From an optimization exercise on the open Yosys and OpenROAD flow, aimed at small area, a short achievable clock period and few clock cycles; shortcuts taken in it are not production practice.
RTL that was checked went through simulation tests only; none was proved equivalent to the original.
Only the layout flow was run in runs 1 and 2; the RTL was not checked for function there.
Power and IR drop assume default switching activity.

<file path="config.mk">
export PLATFORM = sky130hd
export DESIGN_NAME = nandio_core
export DESIGN_NICKNAME = nandio_core
export VERILOG_FILES = /design/flow/design.v
export SDC_FILE = /design/flow/constraint.sdc
export NUM_CORES = 4
export LEC_CHECK = 0
export CAP_MARGIN = 20
export CORE_MARGIN = 2
export CORE_UTILIZATION = 40
export SLEW_MARGIN = 20
</file>
<file path="constraint.sdc">
create_clock -name core_clock -period 10.0 [get_ports {clk}]
set_input_delay 2.0000 -clock core_clock [delete_from_list [all_inputs] [get_ports {clk}]]
set_output_delay 2.0000 -clock core_clock [all_outputs]
set_load 0.01 [all_outputs]
</file>
<file path="design.v">
module crc16_byte (
    input  wire [15:0] crc_in,
    input  wire [7:0]  data,
    output reg  [15:0] crc_out
);
    integer i;
    always @(*) begin
        crc_out = crc_in ^ {data, 8'h00};
        for (i = 0; i < 8; i = i + 1) begin
            if (crc_out[15])
                crc_out = {crc_out[14:0], 1'b0} ^ 16'h1021;
            else
                crc_out = {crc_out[14:0], 1'b0};
        end
    end
endmodule
module crc32_byte (
    input  wire [31:0] crc_in,
    input  wire [7:0]  data,
    output reg  [31:0] crc_out
);
    integer i;
    always @(*) begin
        crc_out = crc_in ^ {24'h000000, data};
        for (i = 0; i < 8; i = i + 1) begin
            if (crc_out[0])
                crc_out = {1'b0, crc_out[31:1]} ^ 32'hEDB88320;
            else
                crc_out = {1'b0, crc_out[31:1]};
        end
    end
endmodule
module nandio_core (
    input  wire        clk,
    input  wire        rst,
    input  wire        rx_valid,
    input  wire [7:0]  rx_data,
    output wire        rx_ready,
    output wire        tx_valid,
    output wire [7:0]  tx_data,
    output wire        tx_last,
    input  wire        tx_ready,
    output wire        op_valid,
    output wire [3:0]  op_code,
    output wire [31:0] op_arg,
    input  wire        op_ready,
    input  wire [7:0]  op_rdata,
    input  wire [7:0]  dev_id,
    input  wire [31:0] baud,
    input  wire [31:0] free_mem
);
    localparam [15:0] CRC16_SEED = 16'hA281;
    localparam [3:0] OP_ENABLE  = 4'd1;
    localparam [3:0] OP_DISABLE = 4'd2;
    localparam [3:0] OP_CMD     = 4'd3;
    localparam [3:0] OP_ALE     = 4'd4;
    localparam [3:0] OP_WRITE   = 4'd5;
    localparam [3:0] OP_DIR_IN  = 4'd6;
    localparam [3:0] OP_READ    = 4'd7;
    localparam [3:0] OP_WAIT    = 4'd8;
    localparam [3:0] OP_SLEEP   = 4'd9;
    localparam [2:0] T_PING    = 3'd0;
    localparam [2:0] T_BOOT    = 3'd1;
    localparam [2:0] T_RESTART = 3'd2;
    localparam [2:0] T_READID  = 3'd3;
    localparam [2:0] T_PAGE    = 3'd4;
    localparam [2:0] T_ERR     = 3'd5;
    localparam [1:0] P_HDR = 2'd0;
    localparam [1:0] P_PAY = 2'd1;
    localparam [1:0] P_TRL = 2'd2;
    reg        rx_rdy;
    reg [3:0]  rcnt;         
    reg        rpay;         
    reg        rcfg;         
    reg        rxq_v;        
    reg [7:0]  rxq_d;
    reg        q_c16;        
    reg        q_c32;        
    reg        q_pull;       
    reg        q_cmp;        
    reg        q_last;       
    reg        q_mbad;       
    reg        bad;
    reg [1:0]  clo;          
    reg [1:0]  chi;          
    reg        cfg_wait;
    reg [31:0] cfg_size;
    reg [31:0] cfg_delay;
    reg        cfg_pull;
    reg [64:0] p;
    reg [2:0]  an;
    reg [31:0] crc;
    reg        busy;
    reg        tx_run;
    reg [2:0]  ptype;
    reg [1:0]  ecode;
    reg        chain;
    reg [1:0]  tph;
    reg [3:0]  tidx;
    reg        out_v;
    reg [7:0]  out_d;
    reg        out_l;
    reg        k_c16;        
    reg        k_c32;
    reg        k_sh;
    reg        k_i32;
    reg        k_i16;
    reg        skid_v;
    reg [7:0]  skid_d;
    reg        op_run;
    reg        oseq;         
    reg [3:0]  ostep;
    reg        op_v;         
    reg        opv_q;        
    reg [3:0]  op_c;
    reg [11:0] op_a;
    reg        op_rd;
    reg        op_sl;
    assign rx_ready = rx_rdy;
    assign tx_valid = out_v;
    assign tx_data  = out_d;
    assign tx_last  = out_l;
    assign op_valid = opv_q;
    assign op_code  = op_c;
    assign op_arg   = {op_sl ? cfg_delay[31:12] : 20'd0, op_a};
    wire rx_fire = rx_valid & rx_rdy;
    wire take    = out_v & tx_ready;
    wire tfree   = ~out_v | tx_ready;
    wire op_fire = opv_q & op_ready;
    wire ofree   = ~op_v | op_fire;
    wire rd_fire = op_fire & op_rd;
    wire [7:0]  eng_d = rxq_v ? rxq_d : out_d;
    wire [15:0] c16n;
    wire [31:0] c32n;
    crc16_byte u_c16 (.crc_in(crc[15:0]), .data(eng_d), .crc_out(c16n));
    crc32_byte u_c32 (.crc_in(crc),       .data(eng_d), .crc_out(c32n));
    wire [7:0] crc_tx_lo = !out_v ? crc[7:0] :
                           k_c16  ? c16n[7:0] :
                           k_c32  ? c32n[7:0] :
                           k_sh   ? crc[15:8] :
                           k_i32  ? 8'hFF : crc[7:0];
    wire [3:0] last_idx = rpay ? (rcfg ? 4'd12 : 4'd9) : 4'd11;
    wire [3:0] sum_len  = rpay ? (rcfg ? 4'd9 : 4'd6) : 4'd10;
    reg [7:0] magic_b;
    always @(*) begin
        case (rcnt[1:0])
            2'd0: magic_b = 8'hDE;
            2'd1: magic_b = 8'hC0;
            2'd2: magic_b = 8'hAD;
            default: magic_b = 8'hDE;
        endcase
    end
    wire crc_b_ok = (rxq_d == crc[7:0]);
    wire rx_ok    = !bad && crc_b_ok;              
    wire rx_end   = rxq_v && q_last;
    wire id_ping  = (clo == 2'd0) && (chi == 2'd0);
    wire id_boot  = (clo == 2'd1) && (chi == 2'd0);
    wire id_rst   = (clo == 2'd2) && (chi == 2'd0);
    wire id_rdid  = (clo == 2'd0) && (chi == 2'd1);
    wire id_cfg   = (clo == 2'd1) && (chi == 2'd1);
    wire id_page  = (clo == 2'd2) && (chi == 2'd1);
    wire go_rx_cfg  = rx_end && !rpay && cfg_wait && rx_ok && id_cfg;
    wire go_rx_page = rx_end && !rpay && !cfg_wait && rx_ok && id_page;
    wire go_rx_hdr  = rx_end && (rpay ? (rx_ok && rcfg) : (cfg_wait && !(rx_ok && id_cfg)));
    wire go_tx      = rx_end && !go_rx_cfg && !go_rx_page && !go_rx_hdr;
    wire cmd_end    = busy && !tx_run && !op_run && !op_v;
    wire stream  = (ptype == T_READID) || (ptype == T_PAGE);
    wire rd_done = !op_run && !(op_v && op_rd);
    reg [7:0] hdr_b;
    always @(*) begin
        case (tidx)
            4'd0: hdr_b = 8'hDE;
            4'd1: hdr_b = 8'hC0;
            4'd2: hdr_b = 8'hAD;
            4'd3: hdr_b = 8'hDE;
            4'd4: case (ptype)
                      T_BOOT:    hdr_b = 8'h01;
                      T_RESTART, T_PAGE: hdr_b = 8'h02;
                      T_ERR:     hdr_b = 8'hFF;
                      default:   hdr_b = 8'h00;
                  endcase
            4'd5: case (ptype)
                      T_READID, T_PAGE: hdr_b = 8'h01;
                      T_ERR:     hdr_b = 8'hFF;
                      default:   hdr_b = 8'h00;
                  endcase
            4'd6: case (ptype)
                      T_PING:    hdr_b = 8'h0B;
                      T_READID:  hdr_b = 8'h05;
                      T_PAGE:    hdr_b = cfg_size[7:0];
                      default:   hdr_b = 8'h01;
                  endcase
            4'd7: hdr_b = (ptype == T_PAGE) ? cfg_size[15:8]  : 8'h00;
            4'd8: hdr_b = (ptype == T_PAGE) ? cfg_size[23:16] : 8'h00;
            4'd9: hdr_b = (ptype == T_PAGE) ? cfg_size[31:24] : 8'h00;
            default: hdr_b = crc_tx_lo;
        endcase
    end
    reg [7:0] ping_b;
    always @(*) begin
        case (tidx)
            4'd0:  ping_b = dev_id;
            4'd1:  ping_b = 8'h01;
            4'd2:  ping_b = 8'h00;
            4'd3:  ping_b = baud[7:0];
            4'd4:  ping_b = baud[15:8];
            4'd5:  ping_b = baud[23:16];
            4'd6:  ping_b = baud[31:24];
            4'd7:  ping_b = free_mem[7:0];
            4'd8:  ping_b = free_mem[15:8];
            4'd9:  ping_b = free_mem[23:16];
            default: ping_b = free_mem[31:24];
        endcase
    end
    wire [7:0] one_b = (ptype == T_ERR) ? {6'd0, ecode} : 8'h00;
    wire ld_hdr  = tfree && tx_run && (tph == P_HDR);
    wire ld_pay  = tfree && tx_run && (tph == P_PAY);
    wire ld_trl  = tfree && tx_run && (tph == P_TRL);
    wire ld_skid = ld_pay && stream && skid_v;
    wire ld_rd   = ld_pay && stream && !skid_v && rd_fire;
    wire ld_str_trl = ld_pay && stream && !skid_v && !rd_fire && rd_done;
    wire ld_one  = ld_pay && !stream;
    reg [3:0]  n_c;
    reg [7:0]  n_a;
    reg        n_sl;
    always @(*) begin
        n_c  = OP_READ;
        n_a  = 8'h00;
        n_sl = 1'b0;
        if (!oseq) begin
            case (ostep)
                4'd0:  n_c = OP_ENABLE;
                4'd1:  begin n_c = OP_CMD; n_a = 8'hFF; end
                4'd2:  begin n_c = OP_WAIT; n_a = 8'hB8; end
                4'd3:  n_c = OP_ENABLE;
                4'd4:  begin n_c = OP_CMD; n_a = 8'h90; end
                4'd5:  begin n_c = OP_ALE; n_a = 8'h01; end
                4'd6:  n_c = OP_WRITE;
                4'd7:  n_c = OP_ALE;
                4'd8:  begin n_c = OP_DIR_IN; n_a = {7'd0, cfg_pull}; end
                4'd14: n_c = OP_DISABLE;
                default: n_c = OP_READ;
            endcase
        end else begin
            case (ostep)
                4'd0:  n_c = OP_ENABLE;
                4'd1:  n_c = OP_CMD;
                4'd2:  begin n_c = OP_ALE; n_a = 8'h01; end
                4'd3:  begin n_c = OP_WRITE; n_a = p[23:16]; end
                4'd4:  n_c = OP_ALE;
                4'd5:  begin
                    if (cfg_delay != 32'd0) begin
                        n_c = OP_SLEEP; n_a = cfg_delay[7:0]; n_sl = 1'b1;
                    end else begin
                        n_c = OP_CMD; n_a = 8'h30;
                    end
                end
                4'd6:  begin n_c = OP_DIR_IN; n_a = {7'd0, cfg_pull}; end
                4'd7:  begin n_c = OP_WAIT; n_a = 8'hB8; end
                4'd8:  n_c = OP_READ;
                default: n_c = OP_DISABLE;
            endcase
        end
    end
    wire [3:0] n_ah = n_sl ? cfg_delay[11:8] : ((n_c == OP_WAIT) ? 4'hB : 4'h0);
    wire       n_rd = (n_c == OP_READ);
    wire op_v_n   = ofree ? op_run : op_v;
    wire op_rd_n  = ofree ? (op_run && n_rd) : op_rd;
    wire skid_v_n = rd_fire ? !ld_rd : (ld_skid ? 1'b0 : skid_v);
    wire start_hdr = go_rx_hdr || cmd_end;
    wire a_i16 = start_hdr || go_tx || (take && k_i16);
    wire a_i32 = go_rx_cfg || go_rx_page || (take && k_i32);
    wire a_c16 = (rxq_v && q_c16) || (take && k_c16);
    wire a_c32 = (rxq_v && q_c32) || (take && k_c32);
    wire a_sh  = (rxq_v && q_cmp) || (take && k_sh);
    always @(posedge clk) begin
        if (rst)
            crc <= {16'hFFFF, CRC16_SEED};
        else if (a_i16)
            crc <= {16'hFFFF, CRC16_SEED};
        else if (a_i32)
            crc <= 32'hFFFFFFFF;
        else if (a_c16)
            crc <= {c32n[31:16], c16n};
        else if (a_c32)
            crc <= c32n;
        else if (a_sh)
            crc <= {8'hFF, crc[31:8]};
    end
    task start_rx;
        input pay;
        input cfg;
        begin
            rx_rdy <= 1'b1;
            rcnt   <= 4'd0;
            rpay   <= pay;
            rcfg   <= cfg;
            bad    <= 1'b0;
        end
    endtask
    task start_tx;
        input [2:0] t;
        input [1:0] e;
        begin
            busy   <= 1'b1;
            tx_run <= 1'b1;
            ptype  <= t;
            ecode  <= e;
            chain  <= (t == T_BOOT) || (t == T_RESTART);
            tph    <= P_HDR;
            tidx   <= 4'd0;
        end
    endtask
    always @(posedge clk) begin
        if (rst) begin
            rx_rdy   <= 1'b1;
            rcnt     <= 4'd0;
            rpay     <= 1'b0;
            rcfg     <= 1'b0;
            rxq_v    <= 1'b0;
            bad      <= 1'b0;
            cfg_wait <= 1'b0;
            cfg_size <= 32'd0;
            cfg_delay <= 32'd0;
            cfg_pull <= 1'b0;
            busy     <= 1'b0;
            tx_run   <= 1'b0;
            out_v    <= 1'b0;
            skid_v   <= 1'b0;
            op_run   <= 1'b0;
            op_v     <= 1'b0;
            opv_q    <= 1'b0;
        end else begin
            rxq_v <= rx_fire;
            if (rx_fire) begin
                rxq_d  <= rx_data;
                rcnt   <= rcnt + 4'd1;
                q_c16  <= !rpay && (rcnt < 4'd10);
                q_c32  <= rpay && (rcnt < sum_len);
                q_pull <= rcfg && (rcnt == 4'd8);
                q_cmp  <= (rcnt >= sum_len);
                q_last <= (rcnt == last_idx);
                q_mbad <= !rpay && (rcnt < 4'd4) && (rx_data != magic_b);
                if (rcnt == last_idx)
                    rx_rdy <= 1'b0;
                if (!rpay && rcnt == 4'd4)
                    clo <= (rx_data == 8'h00) ? 2'd0 : (rx_data == 8'h01) ? 2'd1 :
                           (rx_data == 8'h02) ? 2'd2 : 2'd3;
                if (!rpay && rcnt == 4'd5)
                    chi <= (rx_data == 8'h00) ? 2'd0 : (rx_data == 8'h01) ? 2'd1 : 2'd2;
            end
            if (rxq_v) begin
                if (q_mbad || (q_cmp && !crc_b_ok))
                    bad <= 1'b1;
                if (q_c32) begin
                    if (q_pull)
                        p[64] <= (rxq_d != 8'd0);
                    else
                        p[63:0] <= {rxq_d, p[63:8]};
                end
            end
            if (rx_end) begin
                if (!rpay) begin
                    if (cfg_wait) begin
                        if (rx_ok && id_cfg)
                            start_rx(1'b1, 1'b1);
                        else
                            start_rx(1'b0, 1'b0);
                    end else if (!rx_ok) begin
                        start_tx(T_ERR, 2'd3);
                    end else if (id_ping) begin
                        start_tx(T_PING, 2'd0);
                    end else if (id_boot) begin
                        start_tx(T_BOOT, 2'd2);
                    end else if (id_rst) begin
                        start_tx(T_RESTART, 2'd2);
                    end else if (id_rdid) begin
                        start_tx(T_READID, 2'd0);
                        op_run <= 1'b1;
                        oseq   <= 1'b0;
                        ostep  <= 4'd0;
                    end else if (id_page) begin
                        start_rx(1'b1, 1'b0);
                    end else begin
                        start_tx(T_ERR, 2'd1);
                    end
                end else begin
                    if (!rx_ok) begin
                        cfg_wait <= 1'b0;
                        start_tx(T_ERR, 2'd3);
                    end else if (rcfg) begin
                        cfg_size  <= p[31:0];
                        cfg_delay <= p[63:32];
                        cfg_pull  <= p[64];
                        cfg_wait  <= 1'b0;
                        start_rx(1'b0, 1'b0);
                    end else begin
                        start_tx(T_PAGE, 2'd0);
                        an     <= (p[63:56] > 8'd5) ? 3'd5 : p[58:56];
                        op_run <= (cfg_size != 32'd0);
                        oseq   <= 1'b1;
                        ostep  <= 4'd0;
                    end
                end
            end
            if (cmd_end) begin
                busy <= 1'b0;
                if (ptype == T_READID)
                    cfg_wait <= 1'b1;
                start_rx(1'b0, 1'b0);
            end
            if (rd_fire)
                skid_d <= op_rdata;
            skid_v <= skid_v_n;
            if (tfree)
                out_v <= 1'b0;
            if (ld_hdr) begin
                out_v <= 1'b1;
                out_d <= hdr_b;
                out_l <= 1'b0;
                k_c16 <= (tidx < 4'd10);
                k_c32 <= 1'b0;
                k_sh  <= (tidx == 4'd10);
                k_i32 <= (tidx == 4'd11);
                k_i16 <= 1'b0;
                tidx  <= tidx + 4'd1;
                if (tidx == 4'd11) begin
                    tph  <= P_PAY;
                    tidx <= 4'd0;
                end
            end
            if (ld_skid || ld_rd || ld_one) begin
                out_v <= 1'b1;
                out_d <= ld_skid ? skid_d : ld_rd ? op_rdata :
                         (ptype == T_PING) ? ping_b : one_b;
                out_l <= 1'b0;
                k_c16 <= 1'b0;
                k_c32 <= 1'b1;
                k_sh  <= 1'b0;
                k_i32 <= 1'b0;
                k_i16 <= 1'b0;
            end
            if (ld_one) begin
                tidx <= tidx + 4'd1;
                if (ptype != T_PING || tidx == 4'd10) begin
                    tph  <= P_TRL;
                    tidx <= 4'd0;
                end
            end
            if (ld_str_trl || ld_trl) begin
                out_v <= 1'b1;
                out_d <= crc_tx_lo;
                out_l <= (tidx == 4'd3);
                k_c16 <= 1'b0;
                k_c32 <= 1'b0;
                k_sh  <= (tidx != 4'd3);
                k_i32 <= 1'b0;
                k_i16 <= (tidx == 4'd3) && chain;
                tidx  <= tidx + 4'd1;
                tph   <= P_TRL;
                if (tidx == 4'd3) begin
                    if (chain) begin
                        ptype <= T_ERR;
                        chain <= 1'b0;
                        tph   <= P_HDR;
                        tidx  <= 4'd0;
                    end else begin
                        tx_run <= 1'b0;
                    end
                end
            end
            op_v  <= op_v_n;
            op_rd <= op_rd_n;
            opv_q <= op_v_n && !(op_rd_n && skid_v_n);
            if (ofree && op_run) begin
                op_c  <= n_c;
                op_a  <= {n_ah, n_a};
                op_sl <= n_sl;
                ostep <= ostep + 4'd1;
                if (!oseq) begin
                    if (ostep == 4'd14)
                        op_run <= 1'b0;
                end else begin
                    case (ostep)
                        4'd2: if (an == 3'd0) ostep <= 4'd4;
                        4'd3: begin
                            p[63:0] <= {8'h00, p[63:8]};
                            an <= an - 3'd1;
                            if (an != 3'd1) ostep <= 4'd3;
                        end
                        4'd7: p[31:0] <= cfg_size;
                        4'd8: begin
                            p[31:0] <= p[31:0] - 32'd1;
                            if (p[31:0] != 32'd1) ostep <= 4'd8;
                        end
                        4'd9: op_run <= 1'b0;
                        default: ;
                    endcase
                end
            end
        end
    end
endmodule
</file>
<file path="run.sh">
#!/bin/bash
# synth_recipe.tcl (not shown) runs the flow's synth.tcl, then flattens the netlist and writes it again
# the make line also repeats each setting of config.mk as NAME=value (left out here)
make -C /OpenROAD-flow-scripts/flow DESIGN_CONFIG=/design/flow/config.mk WORK_HOME=/design/flow/orfs CLKGATE_MAP_FILE= SYNTH_SCRIPT=/design/flow/synth_recipe.tcl finish
</file>
==> results.yml, run 1 <==
synth:
  syn_avg_cell_area_um2: 8.709
  yosysMostFrequentCell: "nand2_1"
  yosysTopAreaCell: "edfxtp_1"
  synth_seq_cells: 257
  synth_area_um2: 15980
  ys.flop_type: "edfxtp_1"
  synth_edf_count: 143
  yosysSeqAreaShare_pct: 41.15
  synthArstFlopShare_pct: 0
  yosysUniqueCellTypes: 80
  ys_warn_count: 3
  synth_area_leaders: "edfxtp_1, dfxtp_1, nand2_1"
  synth_fp_nets: 1951
  yosysTopAreaCellShare_pct: 26.87
  synth_common_cells: "nand2_1, a21oi_1, edfxtp_1"
  synth_cells: 1835
clock_tree:
  h-tree-depth: 1
  clk_path_buf_depth: 3
  numCtsBuffers: 31
  cts_setup_buffers: 0
  clk_transition_reported_paths_ns: 0.06
  cts_tree: "yes"
  cts_root_buffer: "clkbuf_16"
  clk-insertion-delay-late_ns: 0.57
  postCtsHoldBufs: 0
  cts_resized: 0
  clkSinkCount: 257
floorplanning:
  core_um2: 39550
  initial_utilization_pct: 40.41
  rows: 73
  dieArea_um2: 41570
  io_pins: 141
  die_x_um: 203.9
  fp.dieH_um: 203.9
power:
  comb_power_share_pct: 17.9
  clkPwrFrac_pct: 39.3
  leakagePower_uw: 0.006485
  pwr-share-seq_pct: 42.8
  p_sw_share_pct: 28.21
  p_int_uw: 2100
  switchingPower_uw: 825.3
  power_density_nw_per_um2: 156.7
  irDropWorstVdd_mv: 0.1260
setup_path:
  worstSetupPathType: "in -> reg"
  start_kind: "primary input"
  arrival_ns: 4.90
  end_kind: "flip-flop"
  cp_data_required_time_ns: 10.30
  cp_max_fo: 26
run_status:
  status: "timing/DRC/antenna clean"
route:
  viasPerCell: 5.979
  wire_per_inst_um: 21.13
  drt-total-wl_um: 51340
  via_count: 14530
  first_pass_iters: 9
  drtIter0Drc: 1655
  drc: 0
  ant_nets: 0
placed_design:
  place_congestion: 0.8775
  io_buffers: 140
  dpl.hpwl_um: 36300
  dp.cells: 2372
  place_area_um2: 17610
sta:
  fin_skew_ns: 0.01033
  fin_crit_sh_pct: 45.95
  final_hold_viol_count: 0
  tns_ns: 0
  max_freq_mhz: 217.6
  setup_violations: 0
  maxSlewViolCount: 0
  tightest_slew_ns: 1.140
  max_slew_margin_pct: 24.03
  rsz0062_at_grt: "no"
  fin_crit_ns: 4.595
global_route:
  grt_max_degree: 66
  antenna_found_initial: 0
  grt_pass1_vias: 13770
  grt_pass1_wl_um: 80290
  grt-ovfl-total: 0
  grt_util_all_layers_pct: 24.27
layout:
  fin_util_pct: 47.20
  nets: 1996
  drive_gt1_share_pct: 7.087
  fin_area_um2: 18670
  fill_cells: 3782
  antenna_cells: 0
  area_growth_pct: 16.79
  fin_cells: 2430
min_path:
  worst_hold_path_type: "reg -> reg"
run:
  maxCapViolCount: 0
-- sequential cells by signal (all words and copies together) (netlist names), 2 cells and up --
register   cells
op_c           4
out_d          8
ptype          3
tph            2
clo            2
tidx           4
op_a          12
rxq_d          8
chi            2
cfg_size      32
an             3
ostep          4
p             65
rcnt           4
skid_d         8
crc           32
cfg_delay     32
ecode          2
-- cell type report --
type	count	area, µm²	area share, %
multi-input cells	1392	8702	46.62
inverters	39	146.4	0.7843
well taps	525	656.9	3.519
flip-flops and latches	257	6576	35.23
clock buffers	48	930.9	4.987
clock inverters	10	113.9	0.6100
repair buffers	159	1539	8.245
-- worst max-delay path: stages --
cell and delay (ns):
clkdlybuf4s50_1 0.54, nand2_1 0.12, a21boi_0 0.42, o211a_1 0.86
o21ai_1 0.41, a222oi_1 0.41, o21ai_0 0.13
-- routing by layer --
| metal | wire, µm | share of wire, % | track usage [%] |
|---|---|---|---|
| met1 | 23200 | 45 | 35.20 |
| met2 | 23320 | 45 | 38.58 |
| met3 | 3594 | 7.0 | 2.567 |
| met4 | 1219 | 2.4 | 6.257 |
| met5 | 0 | 0 | 0 |
-- cell families after synthesis --
group           share of synthesized area, %
simple gates                           19.54
compound gates                         21.58
flops                                  41.15
buf+inv                                4.541
xor+xnor                               8.346
mux                                    2.983
fa+ha+maj                              1.863
-- worst paths after layout --
| check | to | slack [ns] | from | cells past startpoint |
|---|---|---|---|---|
| hold / removal | cfg_delay[19] | 0.47 | cfg_delay[19] | 2 |
| setup reg to reg | p[25] | 6.77 | ostep[0] | 7 |
| setup / recovery | p[25] | 5.41 | op_ready | 7 |
| hold reg to reg | cfg_delay[19] | 0.47 | cfg_delay[19] | 2 |
-- power by group through the flow --
stage | Clock (µW) | Sequential (µW) | Combinational, µW
floorplan | 0 | 1220 | 406
global placement | 0 | 1270 | 512
detailed placement | 0 | 1270 | 517
CTS | 1170 | 1250 | 520
global route | 1210 | 1260 | 569
finish | 1150 | 1250 | 523
-- per-stage QoR --
stage                     setup WS (ns)  total power, µW  hold WS, ns
final                             5.405             2925       0.4653
after global routing              5.118             3034       0.4899
after CTS                         5.460             2940       0.4693
after detailed placement          4.839             1787       0.4612
after global placement            4.901             1783       0.4559
after floorplan                   5.727             1625       0.4220
-- cells in the final DEF (no fill, tap or decap), drive strengths merged, types with 15 or more instances in the layout --
master	count
inv	40
o211ai	18
nand3	38
a222oi	27
mux2i	15
nand2	301
and3	36
nor3	36
o22ai	19
and2	34
xnor2	80
xor2	41
ha	23
clkdlybuf4s50	139
a221oi	18
a22oi	48
edfxtp	143
clkbuf	48
mux2	25
nor4	31
o21ai	86
dfxtp	114
a31oi	24
buf	20
a21oi	170
nor2	127
==> run 2: changes to the inputs <==
--- a/design.v
+++ b/design.v
@@ -64,7 +64,9 @@
     localparam [2:0] T_RESTART = 3'd2;
     localparam [2:0] T_READID  = 3'd3;
     localparam [2:0] T_PAGE    = 3'd4;
-    localparam [2:0] T_ERR     = 3'd5;
+    localparam [2:0] T_ERR1    = 3'd5;     
+    localparam [2:0] T_ERR2    = 3'd6;
+    localparam [2:0] T_ERR3    = 3'd7;
     localparam [1:0] P_HDR = 2'd0;
     localparam [1:0] P_PAY = 2'd1;
     localparam [1:0] P_TRL = 2'd2;
@@ -77,6 +79,8 @@
     reg        q_c16;        
     reg        q_c32;        
     reg        q_pull;       
+    reg        q_sz;         
+    reg        q_dz;         
     reg        q_cmp;        
     reg        q_last;       
     reg        q_mbad;       
@@ -87,14 +91,16 @@
     reg [31:0] cfg_size;
     reg [31:0] cfg_delay;
     reg        cfg_pull;
+    reg        cfg_snz;      
+    reg        cfg_dnz;      
+    reg        snz_p;        
+    reg        dnz_p;
     reg [64:0] p;
     reg [2:0]  an;
     reg [31:0] crc;
     reg        busy;
     reg        tx_run;
     reg [2:0]  ptype;
-    reg [1:0]  ecode;
-    reg        chain;
     reg [1:0]  tph;
     reg [3:0]  tidx;
     reg        out_v;
@@ -151,6 +157,7 @@
         endcase
     end
     wire crc_b_ok = (rxq_d == crc[7:0]);
+    wire rxq_nz   = (rxq_d != 8'd0);
     wire rx_ok    = !bad && crc_b_ok;              
     wire rx_end   = rxq_v && q_last;
     wire id_ping  = (clo == 2'd0) && (chi == 2'd0);
@@ -176,12 +183,12 @@
             4'd4: case (ptype)
                       T_BOOT:    hdr_b = 8'h01;
                       T_RESTART, T_PAGE: hdr_b = 8'h02;
-                      T_ERR:     hdr_b = 8'hFF;
+                      T_ERR1, T_ERR2, T_ERR3: hdr_b = 8'hFF;
                       default:   hdr_b = 8'h00;
                   endcase
             4'd5: case (ptype)
                       T_READID, T_PAGE: hdr_b = 8'h01;
-                      T_ERR:     hdr_b = 8'hFF;
+                      T_ERR1, T_ERR2, T_ERR3: hdr_b = 8'hFF;
                       default:   hdr_b = 8'h00;
                   endcase
             4'd6: case (ptype)
@@ -212,7 +219,9 @@
             default: ping_b = free_mem[31:24];
         endcase
     end
-    wire [7:0] one_b = (ptype == T_ERR) ? {6'd0, ecode} : 8'h00;
+    wire       chain = (ptype == T_BOOT) || (ptype == T_RESTART);
+    wire [7:0] one_b = {6'd0, (ptype == T_ERR2) ? 2'd2 : (ptype == T_ERR1) ? 2'd1 :
+                              (ptype == T_ERR3) ? 2'd3 : 2'd0};
     wire ld_hdr  = tfree && tx_run && (tph == P_HDR);
     wire ld_pay  = tfree && tx_run && (tph == P_PAY);
     wire ld_trl  = tfree && tx_run && (tph == P_TRL);
@@ -249,7 +258,7 @@
                 4'd3:  begin n_c = OP_WRITE; n_a = p[23:16]; end
                 4'd4:  n_c = OP_ALE;
                 4'd5:  begin
-                    if (cfg_delay != 32'd0) begin
+                    if (cfg_dnz) begin
                         n_c = OP_SLEEP; n_a = cfg_delay[7:0]; n_sl = 1'b1;
                     end else begin
                         n_c = OP_CMD; n_a = 8'h30;
@@ -264,6 +273,13 @@
     end
     wire [3:0] n_ah = n_sl ? cfg_delay[11:8] : ((n_c == OP_WAIT) ? 4'hB : 4'h0);
     wire       n_rd = (n_c == OP_READ);
+    reg [31:0] dz;
+    integer di;
+    always @(*) begin
+        dz[0] = 1'b1;
+        for (di = 1; di < 32; di = di + 1)
+            dz[di] = dz[di-1] & ~p[di-1];
+    end
     wire op_v_n   = ofree ? op_run : op_v;
     wire op_rd_n  = ofree ? (op_run && n_rd) : op_rd;
     wire skid_v_n = rd_fire ? !ld_rd : (ld_skid ? 1'b0 : skid_v);
@@ -296,17 +312,16 @@
             rpay   <= pay;
             rcfg   <= cfg;
             bad    <= 1'b0;
+            snz_p  <= 1'b0;
+            dnz_p  <= 1'b0;
         end
     endtask
     task start_tx;
         input [2:0] t;
-        input [1:0] e;
         begin
             busy   <= 1'b1;
             tx_run <= 1'b1;
             ptype  <= t;
-            ecode  <= e;
-            chain  <= (t == T_BOOT) || (t == T_RESTART);
             tph    <= P_HDR;
             tidx   <= 4'd0;
         end
@@ -323,6 +338,8 @@
             cfg_size <= 32'd0;
             cfg_delay <= 32'd0;
             cfg_pull <= 1'b0;
+            cfg_snz  <= 1'b0;
+            cfg_dnz  <= 1'b0;
             busy     <= 1'b0;
             tx_run   <= 1'b0;
             out_v    <= 1'b0;
@@ -338,6 +355,8 @@
                 q_c16  <= !rpay && (rcnt < 4'd10);
                 q_c32  <= rpay && (rcnt < sum_len);
                 q_pull <= rcfg && (rcnt == 4'd8);
+                q_sz   <= rcfg && (rcnt < 4'd4);
+                q_dz   <= rcfg && (rcnt[3:2] == 2'd1);
                 q_cmp  <= (rcnt >= sum_len);
                 q_last <= (rcnt == last_idx);
                 q_mbad <= !rpay && (rcnt < 4'd4) && (rx_data != magic_b);
@@ -352,9 +371,13 @@
             if (rxq_v) begin
                 if (q_mbad || (q_cmp && !crc_b_ok))
                     bad <= 1'b1;
+                if (q_sz && rxq_nz)
+                    snz_p <= 1'b1;
+                if (q_dz && rxq_nz)
+                    dnz_p <= 1'b1;
                 if (q_c32) begin
                     if (q_pull)
-                        p[64] <= (rxq_d != 8'd0);
+                        p[64] <= rxq_nz;
                     else
                         p[63:0] <= {rxq_d, p[63:8]};
                 end
@@ -367,37 +390,39 @@
                         else
                             start_rx(1'b0, 1'b0);
                     end else if (!rx_ok) begin
-                        start_tx(T_ERR, 2'd3);
+                        start_tx(T_ERR3);
                     end else if (id_ping) begin
-                        start_tx(T_PING, 2'd0);
+                        start_tx(T_PING);
                     end else if (id_boot) begin
-                        start_tx(T_BOOT, 2'd2);
+                        start_tx(T_BOOT);
                     end else if (id_rst) begin
-                        start_tx(T_RESTART, 2'd2);
+                        start_tx(T_RESTART);
                     end else if (id_rdid) begin
-                        start_tx(T_READID, 2'd0);
+                        start_tx(T_READID);
                         op_run <= 1'b1;
                         oseq   <= 1'b0;
                         ostep  <= 4'd0;
                     end else if (id_page) begin
                         start_rx(1'b1, 1'b0);
                     end else begin
-                        start_tx(T_ERR, 2'd1);
+                        start_tx(T_ERR1);
                     end
                 end else begin
                     if (!rx_ok) begin
                         cfg_wait <= 1'b0;
-                        start_tx(T_ERR, 2'd3);
+                        start_tx(T_ERR3);
                     end else if (rcfg) begin
                         cfg_size  <= p[31:0];
                         cfg_delay <= p[63:32];
                         cfg_pull  <= p[64];
+                        cfg_snz   <= snz_p;
+                        cfg_dnz   <= dnz_p;
                         cfg_wait  <= 1'b0;
                         start_rx(1'b0, 1'b0);
                     end else begin
-                        start_tx(T_PAGE, 2'd0);
+                        start_tx(T_PAGE);
                         an     <= (p[63:56] > 8'd5) ? 3'd5 : p[58:56];
-                        op_run <= (cfg_size != 32'd0);
+                        op_run <= cfg_snz;
                         oseq   <= 1'b1;
                         ostep  <= 4'd0;
                     end
@@ -460,8 +485,7 @@
                 tph   <= P_TRL;
                 if (tidx == 4'd3) begin
                     if (chain) begin
-                        ptype <= T_ERR;
-                        chain <= 1'b0;
+                        ptype <= T_ERR2;
                         tph   <= P_HDR;
                         tidx  <= 4'd0;
                     end else begin
==> flow/run.sh (new file) <==
#!/bin/bash
set -euo pipefail
bash standard.sh SETUP_SLACK_MARGIN=6.5 \
  "BUFFER_PORTS_ARGS=-buffer_cell sky130_fd_sc_hd__buf_2" \
  finish > standard_flow.log 2>&1
==> standard.sh (new file) <==
#!/bin/bash
# synth_recipe.tcl (not shown) runs the flow's synth.tcl, then flattens the netlist and writes it again
# the make line also repeats each setting of config.mk as NAME=value (left out here)
make -C /OpenROAD-flow-scripts/flow DESIGN_CONFIG=/design/flow/config.mk WORK_HOME=/design/flow/orfs CLKGATE_MAP_FILE= SYNTH_SCRIPT=/design/flow/synth_recipe.tcl "${@:-finish}"
removed: run.sh
==> results.yml, run 2 <==
run_status:
  status: "timing/DRC/antenna clean"
setup_path:
  reg2reg_from: "tidx[1]"
  arrival_ns: 1.43
  regToRegSetupSlack_ns: 6.67
  worstSetupPathType: "reg -> out"
  end_kind: "output port"
  rr_endpoint: "out_d[7]"
  start_kind: "flip-flop"
  r2r_cells: 8
  cp_max_fo: 10
  cp_data_required_time_ns: 8.00
synth:
  synth_common_cells: "nand2_1, a21oi_1, edfxtp_1"
  syn_avg_cell_area_um2: 8.741
  synthArstFlopShare_pct: 0
  synth_area_leaders: "edfxtp_1, dfxtp_1, nand2_1"
  yosysTopAreaCell: "edfxtp_1"
  ys_warn_count: 3
  yosysSeqAreaShare_pct: 41.30
  yosysTopAreaCellShare_pct: 26.87
  synth_area_um2: 16090
  synth_cells: 1841
  ys.flop_type: "edfxtp_1"
  synth_fp_nets: 1957
  yosysMostFrequentCell: "nand2_1"
  synth_edf_count: 144
  synth_seq_cells: 260
  yosysUniqueCellTypes: 93
layout:
  drive_gt1_share_pct: 15.83
  largest_reg_flops: 65
  regArea_um2: 6648
  area_growth_pct: 13.22
  fill_cells: 3886
  final_cell_mix: "nand2_1, a21oi_1, edfxtp_1"
  final_common_cell: "nand2_1"
  multi_input_area_um2: 8856
  nets: 2006
  fin_area_um2: 18220
  regMostFlops: "p"
sta:
  max_freq_mhz: 291.2
  final_hold_viol_count: 0
  tns_ns: 0
  fin_skew_ns: 0.01378
  rsz0062_at_grt: "yes"
  max_slew_margin_pct: 26.34
  tightest_slew_ns: 1.105
  maxSlewViolCount: 0
  fin_crit_ns: 3.434
  fin_crit_sh_pct: 34.34
  setup_violations: 0
clock_tree:
  cts_root_buffer: "clkbuf_16"
  clk_path_buf_depth: 3
  postCtsHoldBufs: 0
  clk-insertion-delay-late_ns: 0.59
  clkSinkCount: 260
  numCtsBuffers: 30
  cts_tree: "yes"
  clk_transition_reported_paths_ns: 0.06
  h-tree-depth: 1
global_route:
  grt_pass1_vias: 13430
  grt_pass1_wl_um: 78780
  antenna_found_initial: 1
  grt_util_all_layers_pct: 23.80
  grt-ovfl-total: 0
  grt_max_degree: 84
placed_design:
  io_buffers: 140
  place_congestion: 0.9659
  place_area_um2: 17080
  dpl.hpwl_um: 35370
floorplanning:
  die_x_um: 204.6
  initial_utilization_pct: 40.50
  fp.dieH_um: 204.6
  dieArea_um2: 41850
  io_pins: 141
  rows: 73
  core_um2: 39730
route:
  via_count: 14280
  drc: 0
  drtIter0Drc: 1414
  first_pass_iters: 6
  drt-total-wl_um: 50490
  wire_per_inst_um: 20.69
  viasPerCell: 5.853
  ant_nets: 0
power:
  power_density_nw_per_um2: 160.3
  clkPwrFrac_pct: 39.5
  leakagePower_uw: 0.006677
  switchingPower_uw: 831.2
  p_int_uw: 2089
  power_uw: 2921
  pwr-share-seq_pct: 43.3
  p_sw_share_pct: 28.46
  irDropWorstVdd_mv: 0.1434
  comb_power_share_pct: 17.2
min_path:
  worst_hold_path_type: "reg -> reg"
  min_from: "cfg_delay[12]"
  holdPathStages: 2
  hold_end: "cfg_delay[12]"
run:
  maxCapViolCount: 0
## run 2: cell count changes in the layout (fill, tap and decap cells not counted), sizes merged, moves of 9 or more
cell | before | now
nor4 | 31 | 18
clkdlybuf4s50 | 139 | 0
buf | 20 | 162
nor2 | 127 | 118
xor2 | 41 | 54
o21ai | 86 | 98
nand2 | 301 | 355
and3 | 36 | 16
a22oi | 48 | 36
## run 2: what timing repair did
action,in CTS,in global routing
endpoints found under the setup margin,85,123
cloned,1,0
setup buffers,2,5
pin swaps,1,2
gates resized for setup,7,7
## run 2: area by class of cell
| cell class | count | share of cell area [%] |
|---|---|---|
| Tap cell | 525 | 3.605 |
| Clock buffer | 41 | 4.807 |
| Multi-Input combinational cell | 1396 | 48.60 |
| Timing Repair Buffer | 162 | 4.772 |
| Antenna cell | 1 | 0.01373 |
| Inverter | 40 | 0.8446 |
| Clock inverter | 15 | 0.8721 |
| Sequential cell | 260 | 36.48 |
## run 2: worst max-delay path, stage by stage, from the launching register on
cell      delay [ns]
edfxtp_1        0.38
buf_4           0.18
and2_1          0.16
buf_2           0.13
## run 2: worst max-delay path by stage
stage          startpoint          to
5_1_grt             op_sl  op_arg[22]
2_1_floorplan         rst       an[0]
3_3_place_gp     tx_ready       k_i16
4_1_cts             op_sl  op_arg[17]
3_5_place_dp     tx_ready    out_d[6]
6_report            op_sl  op_arg[30]
## run 2: logic make-up (layout without fill, tap and decap cells)
kind of cell	count (synthesis)	in the layout	synth area share, %
flip-flops	260	260	41.30
other	0	1	0
adder cells (fa/ha/maj)	25	25	1.913
AO/OA/AOI/OAI	496	496	20.04
multiplexers	38	38	3.118
AND/OR/NAND/NOR	696	697	19.69
XOR/XNOR	140	140	9.252
buffers and inverters	186	258	4.688
## run 2: power by group through the flow
stage,clock [µW],combinational (µW),sequential [µW]
final,1150,503,1270
after global routing,1210,545,1270
after CTS,1170,497,1260
after detailed placement,0,492,1290
after global placement,0,489,1290
after floorplan,0,404,1230
## run 2: layer usage
layer | GRT usage (%) | part of all wire, % | wire length, µm | up-vias
met5 | 0 | 0 | 0 | -
met4 | 6.548 | 2.5 | 1287 | 0
met3 | 2.895 | 6.6 | 3335 | 86
met2 | 38.48 | 47 | 23580 | 539
met1 | 33.50 | 44 | 22290 | 6909
li1 | - | - | - | 6748
## run 2: metrics by stage
| step | worst slack, ns | cells | hold WS (ns) | utilization, % |
|---|---|---|---|---|
| floorplan | 6.289 | 1841 | 0.4290 | - |
| global placement | 5.757 | 2375 | 0.4414 | 42.99 |
| detailed placement | 5.721 | 2375 | 0.4429 | 42.99 |
| CTS | 6.525 | 2434 | 0.4511 | 45.71 |
| global route | 6.486 | 2440 | 0.4675 | 45.86 |
| finish | 6.566 | 2440 | 0.4465 | 45.86 |
==> run 3: changes to the inputs <==
--- a/design.v
+++ b/design.v
@@ -75,7 +75,7 @@
     reg        rpay;         
     reg        rcfg;         
     reg        rxq_v;        
-    reg [7:0]  rxq_d;
+    reg [7:0]  eng_r;        
     reg        q_c16;        
     reg        q_c32;        
     reg        q_pull;       
@@ -106,6 +106,7 @@
     reg        out_v;
     reg [7:0]  out_d;
     reg        out_l;
+    reg        out_new;      
     reg        k_c16;        
     reg        k_c32;
     reg        k_sh;
@@ -120,8 +121,12 @@
     reg        opv_q;        
     reg [3:0]  op_c;
     reg [11:0] op_a;
+    reg [19:0] op_ah;
     reg        op_rd;
     reg        op_sl;
+    reg        ev_sh;        
+    reg        ev_ld;
+    reg        ev_dec;
     assign rx_ready = rx_rdy;
     assign tx_valid = out_v;
     assign tx_data  = out_d;
@@ -135,12 +140,12 @@
     wire op_fire = opv_q & op_ready;
     wire ofree   = ~op_v | op_fire;
     wire rd_fire = op_fire & op_rd;
-    wire [7:0]  eng_d = rxq_v ? rxq_d : out_d;
+    wire [7:0]  eng_d = eng_r;
     wire [15:0] c16n;
     wire [31:0] c32n;
     crc16_byte u_c16 (.crc_in(crc[15:0]), .data(eng_d), .crc_out(c16n));
     crc32_byte u_c32 (.crc_in(crc),       .data(eng_d), .crc_out(c32n));
-    wire [7:0] crc_tx_lo = !out_v ? crc[7:0] :
+    wire [7:0] crc_tx_lo = !out_new ? crc[7:0] :
                            k_c16  ? c16n[7:0] :
                            k_c32  ? c32n[7:0] :
                            k_sh   ? crc[15:8] :
@@ -156,8 +161,8 @@
             default: magic_b = 8'hDE;
         endcase
     end
-    wire crc_b_ok = (rxq_d == crc[7:0]);
-    wire rxq_nz   = (rxq_d != 8'd0);
+    wire crc_b_ok = (eng_r == crc[7:0]);
+    wire rxq_nz   = (eng_r != 8'd0);
     wire rx_ok    = !bad && crc_b_ok;              
     wire rx_end   = rxq_v && q_last;
     wire id_ping  = (clo == 2'd0) && (chi == 2'd0);
@@ -229,6 +234,12 @@
     wire ld_rd   = ld_pay && stream && !skid_v && rd_fire;
     wire ld_str_trl = ld_pay && stream && !skid_v && !rd_fire && rd_done;
     wire ld_one  = ld_pay && !stream;
+    wire tx_ld   = ld_hdr || ld_skid || ld_rd || ld_one || ld_str_trl || ld_trl;
+    wire [7:0] tx_byte = (tph == P_HDR) ? hdr_b :
+                         (tph != P_PAY) ? crc_tx_lo :
+                         !stream ? ((ptype == T_PING) ? ping_b : one_b) :
+                         skid_v ? skid_d :
+                         rd_fire ? op_rdata : crc_tx_lo;
     reg [3:0]  n_c;
     reg [7:0]  n_a;
     reg        n_sl;
@@ -255,7 +266,7 @@
                 4'd0:  n_c = OP_ENABLE;
                 4'd1:  n_c = OP_CMD;
                 4'd2:  begin n_c = OP_ALE; n_a = 8'h01; end
-                4'd3:  begin n_c = OP_WRITE; n_a = p[23:16]; end
+                4'd3:  begin n_c = OP_WRITE; n_a = ev_sh ? p[31:24] : p[23:16]; end
                 4'd4:  n_c = OP_ALE;
                 4'd5:  begin
                     if (cfg_dnz) begin
@@ -273,35 +284,58 @@
     end
     wire [3:0] n_ah = n_sl ? cfg_delay[11:8] : ((n_c == OP_WAIT) ? 4'hB : 4'h0);
     wire       n_rd = (n_c == OP_READ);
-    reg [31:0] dz;
+    wire [7:0] gz;                 
+    wire [7:0] gb;                 
+    reg  [31:0] dflip;
+    genvar gk;
+    generate
+        for (gk = 0; gk < 8; gk = gk + 1) begin : g_dec
+            assign gz[gk] = ~|p[4*gk+3:4*gk];
+        end
+    endgenerate
+    assign gb[0] = 1'b1;
+    assign gb[1] = gz[0];
+    assign gb[2] = &gz[1:0];
+    assign gb[3] = &gz[2:0];
+    assign gb[4] = &gz[3:0];
+    assign gb[5] = gb[4] & gz[4];
+    assign gb[6] = gb[4] & (&gz[5:4]);
+    assign gb[7] = gb[4] & (&gz[6:4]);
     integer di;
     always @(*) begin
-        dz[0] = 1'b1;
-        for (di = 1; di < 32; di = di + 1)
-            dz[di] = dz[di-1] & ~p[di-1];
+        for (di = 0; di < 8; di = di + 1) begin
+            dflip[4*di]   = gb[di];
+            dflip[4*di+1] = gb[di] & ~p[4*di];
+            dflip[4*di+2] = gb[di] & ~(p[4*di] | p[4*di+1]);
+            dflip[4*di+3] = gb[di] & ~(p[4*di] | p[4*di+1] | p[4*di+2]);
+        end
     end
+    wire p_up0  = ~(p[2] | p[3]) & (&gz[7:1]);
+    wire p_last = p_up0 & (ev_dec ? (p[1] & ~p[0]) : (~p[1] & p[0]));    
     wire op_v_n   = ofree ? op_run : op_v;
     wire op_rd_n  = ofree ? (op_run && n_rd) : op_rd;
     wire skid_v_n = rd_fire ? !ld_rd : (ld_skid ? 1'b0 : skid_v);
     wire start_hdr = go_rx_hdr || cmd_end;
-    wire a_i16 = start_hdr || go_tx || (take && k_i16);
-    wire a_i32 = go_rx_cfg || go_rx_page || (take && k_i32);
-    wire a_c16 = (rxq_v && q_c16) || (take && k_c16);
-    wire a_c32 = (rxq_v && q_c32) || (take && k_c32);
-    wire a_sh  = (rxq_v && q_cmp) || (take && k_sh);
+    wire [31:0] crc_c16 = {c32n[31:16], c16n};
+    wire [31:0] crc_sh  = {8'hFF, crc[31:8]};
+    wire        init16  = start_hdr || go_tx;
+    wire        init32  = go_rx_cfg || go_rx_page;
+    wire a_i16 = init16 || (out_new && k_i16);
+    wire a_i32 = init32 || (out_new && k_i32);
+    wire a_c16 = (rxq_v && q_c16) || (out_new && k_c16);
+    wire a_c32 = (rxq_v && q_c32) || (out_new && k_c32);
+    wire a_sh  = (rxq_v && q_cmp) || (out_new && k_sh);
     always @(posedge clk) begin
-        if (rst)
-            crc <= {16'hFFFF, CRC16_SEED};
-        else if (a_i16)
+        if (rst || a_i16)
             crc <= {16'hFFFF, CRC16_SEED};
         else if (a_i32)
             crc <= 32'hFFFFFFFF;
         else if (a_c16)
-            crc <= {c32n[31:16], c16n};
+            crc <= crc_c16;
         else if (a_c32)
             crc <= c32n;
         else if (a_sh)
-            crc <= {8'hFF, crc[31:8]};
+            crc <= crc_sh;
     end
     task start_rx;
         input pay;
@@ -343,6 +377,10 @@
             busy     <= 1'b0;
             tx_run   <= 1'b0;
             out_v    <= 1'b0;
+            out_new  <= 1'b0;
+            ev_sh    <= 1'b0;
+            ev_ld    <= 1'b0;
+            ev_dec   <= 1'b0;
             skid_v   <= 1'b0;
             op_run   <= 1'b0;
             op_v     <= 1'b0;
@@ -350,7 +388,7 @@
         end else begin
             rxq_v <= rx_fire;
             if (rx_fire) begin
-                rxq_d  <= rx_data;
+                eng_r  <= rx_data;
                 rcnt   <= rcnt + 4'd1;
                 q_c16  <= !rpay && (rcnt < 4'd10);
                 q_c32  <= rpay && (rcnt < sum_len);
@@ -379,7 +417,7 @@
                     if (q_pull)
                         p[64] <= rxq_nz;
                     else
-                        p[63:0] <= {rxq_d, p[63:8]};
+                        p[63:0] <= {eng_r, p[63:8]};
                 end
             end
             if (rx_end) begin
@@ -439,9 +477,13 @@
             skid_v <= skid_v_n;
             if (tfree)
                 out_v <= 1'b0;
+            out_new <= tx_ld;
+            if (tx_ld) begin
+                out_d <= tx_byte;
+                eng_r <= tx_byte;
+            end
             if (ld_hdr) begin
                 out_v <= 1'b1;
-                out_d <= hdr_b;
                 out_l <= 1'b0;
                 k_c16 <= (tidx < 4'd10);
                 k_c32 <= 1'b0;
@@ -456,8 +498,6 @@
             end
             if (ld_skid || ld_rd || ld_one) begin
                 out_v <= 1'b1;
-                out_d <= ld_skid ? skid_d : ld_rd ? op_rdata :
-                         (ptype == T_PING) ? ping_b : one_b;
                 out_l <= 1'b0;
                 k_c16 <= 1'b0;
                 k_c32 <= 1'b1;
@@ -474,7 +514,6 @@
             end
             if (ld_str_trl || ld_trl) begin
                 out_v <= 1'b1;
-                out_d <= crc_tx_lo;
                 out_l <= (tidx == 4'd3);
                 k_c16 <= 1'b0;
                 k_c32 <= 1'b0;
@@ -493,6 +532,15 @@
                     end
                 end
             end
+            ev_sh  <= 1'b0;
+            ev_ld  <= 1'b0;
+            ev_dec <= 1'b0;
+            if (ev_sh)
+                p[63:0] <= {8'h00, p[63:8]};
+            if (ev_ld)
+                p[31:0] <= cfg_size;
+            if (ev_dec)
+                p[31:0] <= p[31:0] ^ dflip;
             op_v  <= op_v_n;
             op_rd <= op_rd_n;
             opv_q <= op_v_n && !(op_rd_n && skid_v_n);
@@ -508,14 +556,14 @@
                     case (ostep)
                         4'd2: if (an == 3'd0) ostep <= 4'd4;
                         4'd3: begin
-                            p[63:0] <= {8'h00, p[63:8]};
+                            ev_sh <= 1'b1;
                             an <= an - 3'd1;
                             if (an != 3'd1) ostep <= 4'd3;
                         end
-                        4'd7: p[31:0] <= cfg_size;
+                        4'd4: ev_ld <= 1'b1;
                         4'd8: begin
-                            p[31:0] <= p[31:0] - 32'd1;
-                            if (p[31:0] != 32'd1) ostep <= 4'd8;
+                            ev_dec <= 1'b1;
+                            if (!p_last) ostep <= 4'd8;
                         end
                         4'd9: op_run <= 1'b0;
                         default: ;
==> results.yml, run 3 <==
clock_tree:
  cts_root_buffer: "clkbuf_16"
  clkSinkCount: 264
  cts_tree: "yes"
  h-tree-depth: 1
  clk_transition_reported_paths_ns: 0.06
  postCtsHoldBufs: 0
  clk-insertion-delay-late_ns: 0.59
  numCtsBuffers: 31
  clk_path_buf_depth: 3
setup_path:
  slowest_delay_ns: 0.50
  cp_max_fo: 2
  cp.depth: 7
  cp_data_required_time_ns: 10.34
  start_kind: "primary input"
  end_kind: "flip-flop"
  crit_family: "compound AO/OA/AOI/OAI gates"
  cp_slowest_cell: "a221oi_1"
  r2r_cells: 10
  critPathMostFrequentCell: "a221oi_1"
  arrival_ns: 3.81
  crit_chain: "buf_2 -> a221oi_1 -> a21oi_1 -> a221oi_1 -> o22ai_1 -> or3b_1 -> mux2_2"
  cp_num_buf_inv: 1
  regToRegSetupSlack_ns: 6.64
  worstSetupPathType: "in -> reg"
placed_design:
  place_ws_ns: 5.858
  place_congestion: 0.9197
  dpl.hpwl_um: 33450
  io_buffers: 140
  place_area_um2: 16510
layout:
  nets: 1944
  final_common_cell: "nand2_1"
  final_cell_mix: "nand2_1, a21oi_1, edfxtp_1"
  area_growth_pct: 13.90
  largest_reg_flops: 65
  drive_gt1_share_pct: 14.35
  regMostFlops: "p"
  fin_area_um2: 17610
power:
  p_int_uw: 1996
  power_density_nw_per_um2: 156.0
  clkPwrFrac_pct: 39.3
  comb_power_share_pct: 16.4
  pwr-share-seq_pct: 44.3
  switchingPower_uw: 750.4
  p_sw_share_pct: 27.33
  leakagePower_uw: 0.006318
  irDropWorstVdd_mv: 0.1528
  power_uw: 2746
route:
  drtIter0Drc: 1189
  wire_per_inst_um: 20.09
  first_pass_iters: 5
  ant_nets: 0
  drt-total-wl_um: 47380
  via_count: 13490
  viasPerCell: 5.716
  drc: 0
floorplanning:
  io_pins: 141
  rows: 72
  core_um2: 38380
  fp.dieH_um: 200.6
  die_x_um: 200.6
  dieArea_um2: 40230
  initial_utilization_pct: 40.28
sta:
  fin_skew_ns: 0.009337
  max_freq_mhz: 288.6
  tightest_slew_ns: 1.016
  fin_crit_ns: 3.465
  final_hold_viol_count: 0
  max_slew_margin_pct: 30.49
  fin_ws_ns: 6.535
  rsz0062_at_grt: "yes"
  fin_crit_sh_pct: 34.65
  maxSlewViolCount: 0
  setup_violations: 0
  tns_ns: 0
  fin_hold_ws_ns: 0.4474
synth:
  yosysTopAreaCell: "edfxtp_1"
  yosysSeqAreaShare_pct: 43.52
  synth_fp_nets: 1859
  synth_top_family_by_area: "compound AO/OA/AOI/OAI gates"
  synth_edf_count: 144
  synthArstFlopShare_pct: 0
  synth_area_um2: 15460
  synth_common_cells: "nand2_1, a21oi_1, edfxtp_1"
  synth_cells: 1731
  synth_mux_area_share_pct: 2.801
  ys.flop_type: "edfxtp_1"
  ys_warn_count: 3
  yosysMostFrequentCell: "nand2_1"
  syn_avg_cell_area_um2: 8.930
  synthAdderAreaFrac_pct: 2.898
  yosys.area_share.simple_pct: 18.61
  synth_xor_area_share_pct: 8.038
  synth-compound-area-share_pct: 19.92
  yosysUniqueCellTypes: 81
  yosysTopAreaCellShare_pct: 27.97
  synth_seq_cells: 264
  synth_area_leaders: "edfxtp_1, dfxtp_1, nand2_1"
global_route:
  antenna_found_initial: 2
  grt_max_degree: 72
  grt_util_all_layers_pct: 23.12
  grt_pass1_wl_um: 74880
  grt_pass1_vias: 13060
  grt-ovfl-total: 0
run:
  maxCapViolCount: 0
min_path:
  worst_hold_path_type: "reg -> reg"
  holdPathStages: 2
run_status:
  status: "timing/DRC/antenna clean"
-- run 3: changes by cell type after synthesis, sizes merged, moves of 12 or more --
| cell | change |
|---|---|
| xor2 | -12 |
| clkbuf | -20 |
| a222oi | -21 |
| a211oi | +15 |
| xnor2 | -14 |
| nand2 | -95 |
| mux2 | -17 |
| ha | +12 |
| mux2i | +21 |
-- run 3: path summary, 6_finish.rpt --
check,startpoint,end
min reg2reg,cfg_delay[5],cfg_delay[5]
min,cfg_delay[5],cfg_delay[5]
max,baud[3],eng_r[3]
max reg2reg,tidx[1],eng_r[7]
-- run 3: cells by family (layout without fill, tap and decap cells) --
family,count (synthesis),in the layout
other cells,0,1
xor+xnor,116,116
fa+ha+maj,36,36
mux,42,42
flops,264,264
simple gates,617,617
buf+inv,165,274
compound gates,491,491
-- run 3: through the flow --
stage	util, %	cells
after global routing	45.87	2358
after CTS	45.62	2347
after detailed placement	43.01	2288
final	45.88	2359
after floorplan	-	1731
after global placement	42.94	2287
-- run 3: power groups by stage --
stage	Combinational, µW	Clock [µW]	Sequential (µW)
6_report	450	1080	1220
5_1_grt	493	1140	1220
3_5_place_dp	438	0	1240
4_1_cts	443	1100	1220
3_3_place_gp	434	0	1240
2_1_floorplan	345	0	1220
-- run 3: repair_timing --
action                                 in CTS  in global routing
gates resized for setup                     5                  6
pin swaps                                   0                  3
endpoints found under the hold margin       0                  0
buffers inserted                            2                 11
setup endpoints to repair                  39                 60
-- run 3: layout make-up --
| cell class | count | area, µm² |
|---|---|---|
| Fill cell | 3860 | 20770 |
| Multi-Input combinational cell | 1302 | 8147 |
| Sequential cell | 264 | 6729 |
| Timing Repair Buffer | 167 | 925.9 |
| Clock buffer | 49 | 904.6 |
| Tap cell | 518 | 648.1 |
| Inverter | 50 | 190.2 |
| Clock inverter | 8 | 58.81 |
| Antenna cell | 1 | 2.502 |
-- run 3: tightest hold or removal path, delay by kind of cell, from the launching register on --
kind | cells | cell delay, ns
AND/OR/NAND/NOR | 1 | 0.05
AO/OA/AOI/OAI | 1 | 0.05
flip-flops | 1 | 0.30
-- run 3: per-layer routing --
layer | global-route usage, % | routed length (µm) | share of wire, % | vias to the layer above
met2 | 38.58 | 22410 | 47 | 437
met1 | 31.32 | 20810 | 44 | 6557
li1 | - | - | - | 6404
met3 | 3.604 | 2926 | 6.2 | 85
met4 | 6.111 | 1224 | 2.6 | 2
met5 | 0 | 13 | 0.027 | -
Testbench counts of run 3, summed over its fixed seeds: cycles 95,848.
==> run 4: changes to the inputs <==
--- a/design.v
+++ b/design.v
@@ -124,6 +124,7 @@
     reg [19:0] op_ah;
     reg        op_rd;
     reg        op_sl;
+    reg [4:0]  op_slg;       
     reg        ev_sh;        
     reg        ev_ld;
     reg        ev_dec;
@@ -133,7 +134,13 @@
     assign tx_last  = out_l;
     assign op_valid = opv_q;
     assign op_code  = op_c;
-    assign op_arg   = {op_sl ? cfg_delay[31:12] : 20'd0, op_a};
+    genvar ak;
+    generate
+        for (ak = 0; ak < 5; ak = ak + 1) begin : g_arg
+            assign op_arg[12+4*ak+3:12+4*ak] = cfg_delay[12+4*ak+3:12+4*ak] & {4{op_slg[ak]}};
+        end
+    endgenerate
+    assign op_arg[11:0] = op_a;
     wire rx_fire = rx_valid & rx_rdy;
     wire take    = out_v & tx_ready;
     wire tfree   = ~out_v | tx_ready;
@@ -178,6 +185,16 @@
     wire cmd_end    = busy && !tx_run && !op_run && !op_v;
     wire stream  = (ptype == T_READID) || (ptype == T_PAGE);
     wire rd_done = !op_run && !(op_v && op_rd);
+    reg [7:0] size_b;
+    always @(*) begin
+        case (tidx[1:0])
+            2'd2:    size_b = cfg_size[7:0];
+            2'd3:    size_b = cfg_size[15:8];
+            2'd0:    size_b = cfg_size[23:16];
+            default: size_b = cfg_size[31:24];
+        endcase
+        size_b = size_b & {8{cfg_snz}};
+    end
     reg [7:0] hdr_b;
     always @(*) begin
         case (tidx)
@@ -199,13 +216,11 @@
             4'd6: case (ptype)
                       T_PING:    hdr_b = 8'h0B;
                       T_READID:  hdr_b = 8'h05;
-                      T_PAGE:    hdr_b = cfg_size[7:0];
+                      T_PAGE:    hdr_b = size_b;
                       default:   hdr_b = 8'h01;
                   endcase
-            4'd7: hdr_b = (ptype == T_PAGE) ? cfg_size[15:8]  : 8'h00;
-            4'd8: hdr_b = (ptype == T_PAGE) ? cfg_size[23:16] : 8'h00;
-            4'd9: hdr_b = (ptype == T_PAGE) ? cfg_size[31:24] : 8'h00;
-            default: hdr_b = crc_tx_lo;
+            4'd7, 4'd8, 4'd9: hdr_b = (ptype == T_PAGE) ? size_b : 8'h00;
+            default: hdr_b = 8'h00;         
         endcase
     end
     reg [7:0] ping_b;
@@ -235,11 +250,11 @@
     wire ld_str_trl = ld_pay && stream && !skid_v && !rd_fire && rd_done;
     wire ld_one  = ld_pay && !stream;
     wire tx_ld   = ld_hdr || ld_skid || ld_rd || ld_one || ld_str_trl || ld_trl;
-    wire [7:0] tx_byte = (tph == P_HDR) ? hdr_b :
-                         (tph != P_PAY) ? crc_tx_lo :
-                         !stream ? ((ptype == T_PING) ? ping_b : one_b) :
-                         skid_v ? skid_d :
-                         rd_fire ? op_rdata : crc_tx_lo;
+    wire [7:0] pay_b = !stream ? ((ptype == T_PING) ? ping_b : one_b) :
+                       (skid_v ? skid_d : op_rdata);
+    wire [7:0] dat_b = (tph == P_HDR) ? hdr_b : pay_b;
+    wire       crc_sel = (tph == P_TRL) || ((tph == P_HDR) && tidx[3] && tidx[1]) ||
+                         ((tph == P_PAY) && stream && !skid_v && !rd_fire);
     reg [3:0]  n_c;
     reg [7:0]  n_a;
     reg        n_sl;
@@ -369,8 +384,6 @@
             rxq_v    <= 1'b0;
             bad      <= 1'b0;
             cfg_wait <= 1'b0;
-            cfg_size <= 32'd0;
-            cfg_delay <= 32'd0;
             cfg_pull <= 1'b0;
             cfg_snz  <= 1'b0;
             cfg_dnz  <= 1'b0;
@@ -479,8 +492,8 @@
                 out_v <= 1'b0;
             out_new <= tx_ld;
             if (tx_ld) begin
-                out_d <= tx_byte;
-                eng_r <= tx_byte;
+                out_d <= crc_sel ? crc_tx_lo : dat_b;
+                eng_r <= dat_b;
             end
             if (ld_hdr) begin
                 out_v <= 1'b1;
@@ -548,6 +561,8 @@
                 op_c  <= n_c;
                 op_a  <= {n_ah, n_a};
                 op_sl <= n_sl;
+                op_slg <= {5{n_sl}} & {|cfg_delay[31:28], |cfg_delay[27:24], |cfg_delay[23:20],
+                                       |cfg_delay[19:16], |cfg_delay[15:12]};
                 ostep <= ostep + 4'd1;
                 if (!oseq) begin
                     if (ostep == 4'd14)
==> flow/run.sh (replaced) <==
#!/bin/bash
set -euo pipefail
bash standard.sh SETUP_SLACK_MARGIN=6.8 \
  "BUFFER_PORTS_ARGS=-buffer_cell sky130_fd_sc_hd__buf_2" \
  finish > standard_flow.log 2>&1
==> results.yml, run 4 <==
run_status:
  status: "timing/DRC/antenna clean"
synth:
  synth_cells: 1513
  yosysSeqAreaShare_pct: 48.73
  yosysTopAreaCellShare_pct: 41.43
  synthArstFlopShare_pct: 0
  yosysTopAreaCell: "edfxtp_1"
  yosysUniqueCellTypes: 84
  yosysMostFrequentCell: "edfxtp_1"
  ys_warn_count: 3
  synth_common_cells: "edfxtp_1, nor2_1, nand2_1"
  synth_fp_nets: 1642
  synth_edf_count: 212
  synth_seq_cells: 268
  ys.flop_type: "edfxtp_1"
  synth_area_leaders: "edfxtp_1, dfxtp_1, xnor2_1"
  syn_avg_cell_area_um2: 10.16
  synth_area_um2: 15360
route:
  ant_nets: 0
  drt-total-wl_um: 44300
  wire_per_inst_um: 20.46
  drc: 0
  first_pass_iters: 6
  drtIter0Drc: 1097
  viasPerCell: 5.717
  via_count: 12380
sta:
  setup_violations: 0
  tightest_slew_ns: 0.9549
  max_slew_margin_pct: 35.88
  fin_crit_sh_pct: 33.23
  tns_ns: 0
  fin_skew_ns: 0.01583
  final_hold_viol_count: 0
  max_freq_mhz: 300.9
  maxSlewViolCount: 0
  fin_crit_ns: 3.323
  rsz0062_at_grt: "yes"
clock_tree:
  clk-insertion-delay-late_ns: 0.58
  cts_tree: "yes"
  cts_root_buffer: "clkbuf_16"
  clk_transition_reported_paths_ns: 0.06
  numCtsBuffers: 30
  postCtsHoldBufs: 0
  clkSinkCount: 268
  h-tree-depth: 1
  clk_path_buf_depth: 3
global_route:
  antenna_found_initial: 1
  grt_max_degree: 67
  grt-ovfl-total: 0
  busiest_layer: "met2"
  met3_usage_pct: 3.310
  grt_pass1_wl_um: 68700
  globalRouteMet2Util_pct: 35.61
  use_met1_pct: 31.54
  grt_pass1_vias: 11780
  grt_util_all_layers_pct: 22.20
power:
  pwr-share-seq_pct: 45.8
  p_int_uw: 2017
  irDropWorstVdd_mv: 0.1732
  clkPwrFrac_pct: 38.7
  power_density_nw_per_um2: 153.0
  switchingPower_uw: 737.6
  leakagePower_uw: 0.006428
  p_sw_share_pct: 26.77
  comb_power_share_pct: 15.5
placed_design:
  dpl.hpwl_um: 31490
  io_buffers: 140
  place_congestion: 0.8983
  place_area_um2: 16580
setup_path:
  cp-startpoint: "op_slg[3]"
  end_kind: "output port"
  cp_max_fo: 4
  regToRegSetupSlack_ns: 6.83
  cp-endpoint: "op_arg[24]"
  arrival_ns: 1.32
  start_kind: "flip-flop"
  reg2reg_from: "tidx[0]"
  rr_endpoint: "eng_r[2]"
  cp_data_required_time_ns: 8.00
  worstSetupPathType: "reg -> out"
  r2r_cells: 10
floorplanning:
  io_pins: 141
  core_um2: 37760
  dieArea_um2: 40000
  rows: 71
  initial_utilization_pct: 40.70
  fp.dieH_um: 200.0
  die_x_um: 200.0
layout:
  nets: 1760
  area_growth_pct: 17.17
  final_common_cell: "edfxtp_1"
  drive_gt1_share_pct: 18.62
  regMostFlops: "p"
  final_cell_mix: "edfxtp_1, buf_2, nor2_1"
  largest_reg_flops: 65
  fin_util_pct: 47.69
  fin_area_um2: 18000
  antenna_cells: 0
min_path:
  worst_hold_path_type: "reg -> reg"
run:
  maxCapViolCount: 0
## run 4: changes by cell type after synthesis, sizes merged, moves of 8 or more
| cell | previous run | this run |
|---|---|---|
| edfxtp | 144 | 212 |
| a221oi | 18 | 8 |
| nand2 | 260 | 109 |
| xnor2 | 68 | 76 |
| a211oi | 23 | 34 |
| dfxtp | 120 | 56 |
| a21oi | 174 | 95 |
| nor2b | 30 | 44 |
| clkbuf | 94 | 78 |
| a22oi | 32 | 21 |
## run 4: power groups by stage
stage	Clock (µW)	Sequential, µW	Combinational, µW
floorplan	0	1260	301
global placement	0	1280	391
detailed placement	0	1280	393
CTS	1080	1260	406
global route	1130	1260	465
finish	1070	1260	428
## run 4: layer usage
metal	routed length, µm	vias to the layer above
li1	-	5873
met1	19950	5992
met2	20440	444
met3	2900	68
met4	1015	0
met5	0	-
## run 4: stage by stage
step                      total power (µW)  hold slack (ns)  instances  setup WS, ns
after global routing                  2857           0.4498       2165         6.637
final                                 2755           0.4449       2165         6.677
after detailed placement              1676           0.4327       2083         6.040
after global placement                1673           0.4323       2081         6.025
after CTS                             2751           0.4460       2146         6.646
after floorplan                       1566           0.4180       1513         5.732
## run 4: final cells by class
class | instances | area (µm²)
clock inverters | 14 | 120.1
inverters | 46 | 172.7
clock buffers | 41 | 822.0
repair buffers | 183 | 1107
well taps | 511 | 639.4
flip-flops and latches | 268 | 7491
multi-input cells | 1102 | 7651
fillers | 3470 | 19750
## run 4: worst min path at each step
stage	from	end	slack (ns)	depth (start not counted)
after floorplan	p[32]	cfg_delay[0]	0.42	0
after global placement	p[45]	p[37]	0.43	0
after detailed placement	p[45]	cfg_delay[13]	0.43	0
final	p[41]	p[33]	0.44	0
after CTS	p[41]	p[33]	0.45	0
after global routing	p[41]	p[33]	0.45	0
## run 4: worst max-delay path, cell delays in order (launching register included)
cell      delay, ns
edfxtp_1       0.43
and2_4         0.20
buf_6          0.11
## run 4: cell families (layout without fill, tap and decap cells)
group	after synthesis	count (layout)	share of synthesized area, %
AND/OR/NAND/NOR	486	486	15.94
AO/OA/AOI/OAI	402	402	17.28
flip-flops	268	268	48.73
buffers and inverters	143	284	3.624
XOR/XNOR	125	125	7.932
multiplexers	52	52	3.502
adder cells (fa/ha/maj)	37	37	2.997
## run 4: what timing repair did
item	4_1_cts	5_1_grt
gates resized for setup	25	23
buffers inserted	8	19
cloned	0	0
pin swaps	8	6
setup endpoints to repair	139	131
Testbench counts of run 4, summed over its fixed seeds: cycles 95,848.

[separate check: timing with driven ports]
In the flow no input, the clock included, has a driving cell. The finished layouts below were timed again as built, in two steps. Step 1, drivers: a clkbuf_16 drives clk and a buf_2 each remaining input, both assumed. Step 2, shift: input delay + t, output delay - t, t = (earliest + latest rising clock arrival at the registers) / 2. This alone moves slack from input paths to output paths. Three values: no drivers, after step 1, after step 2; two values: the first two.
run | shift t [ns] | setup slack, ns | latest minus earliest clock arrival (ns)
run 1 | 0.616 | 5.405 / 5.398 / 4.782 | 0.012 / 0.012
run 2 | 0.635 | 6.566 / 6.511 / 5.945 | 0.014 / 0.014
run 3 | 0.639 | 6.535 / 6.511 / 5.927 | 0.009 / 0.010
run 4 | 0.629 | 6.677 / 6.622 / 6.155 | 0.016 / 0.016
After both steps every run listed still meets setup and hold. For run 1, which loses most, drivers alone change the setup slack by -0.007 ns; drivers and shift together by -0.623 ns.
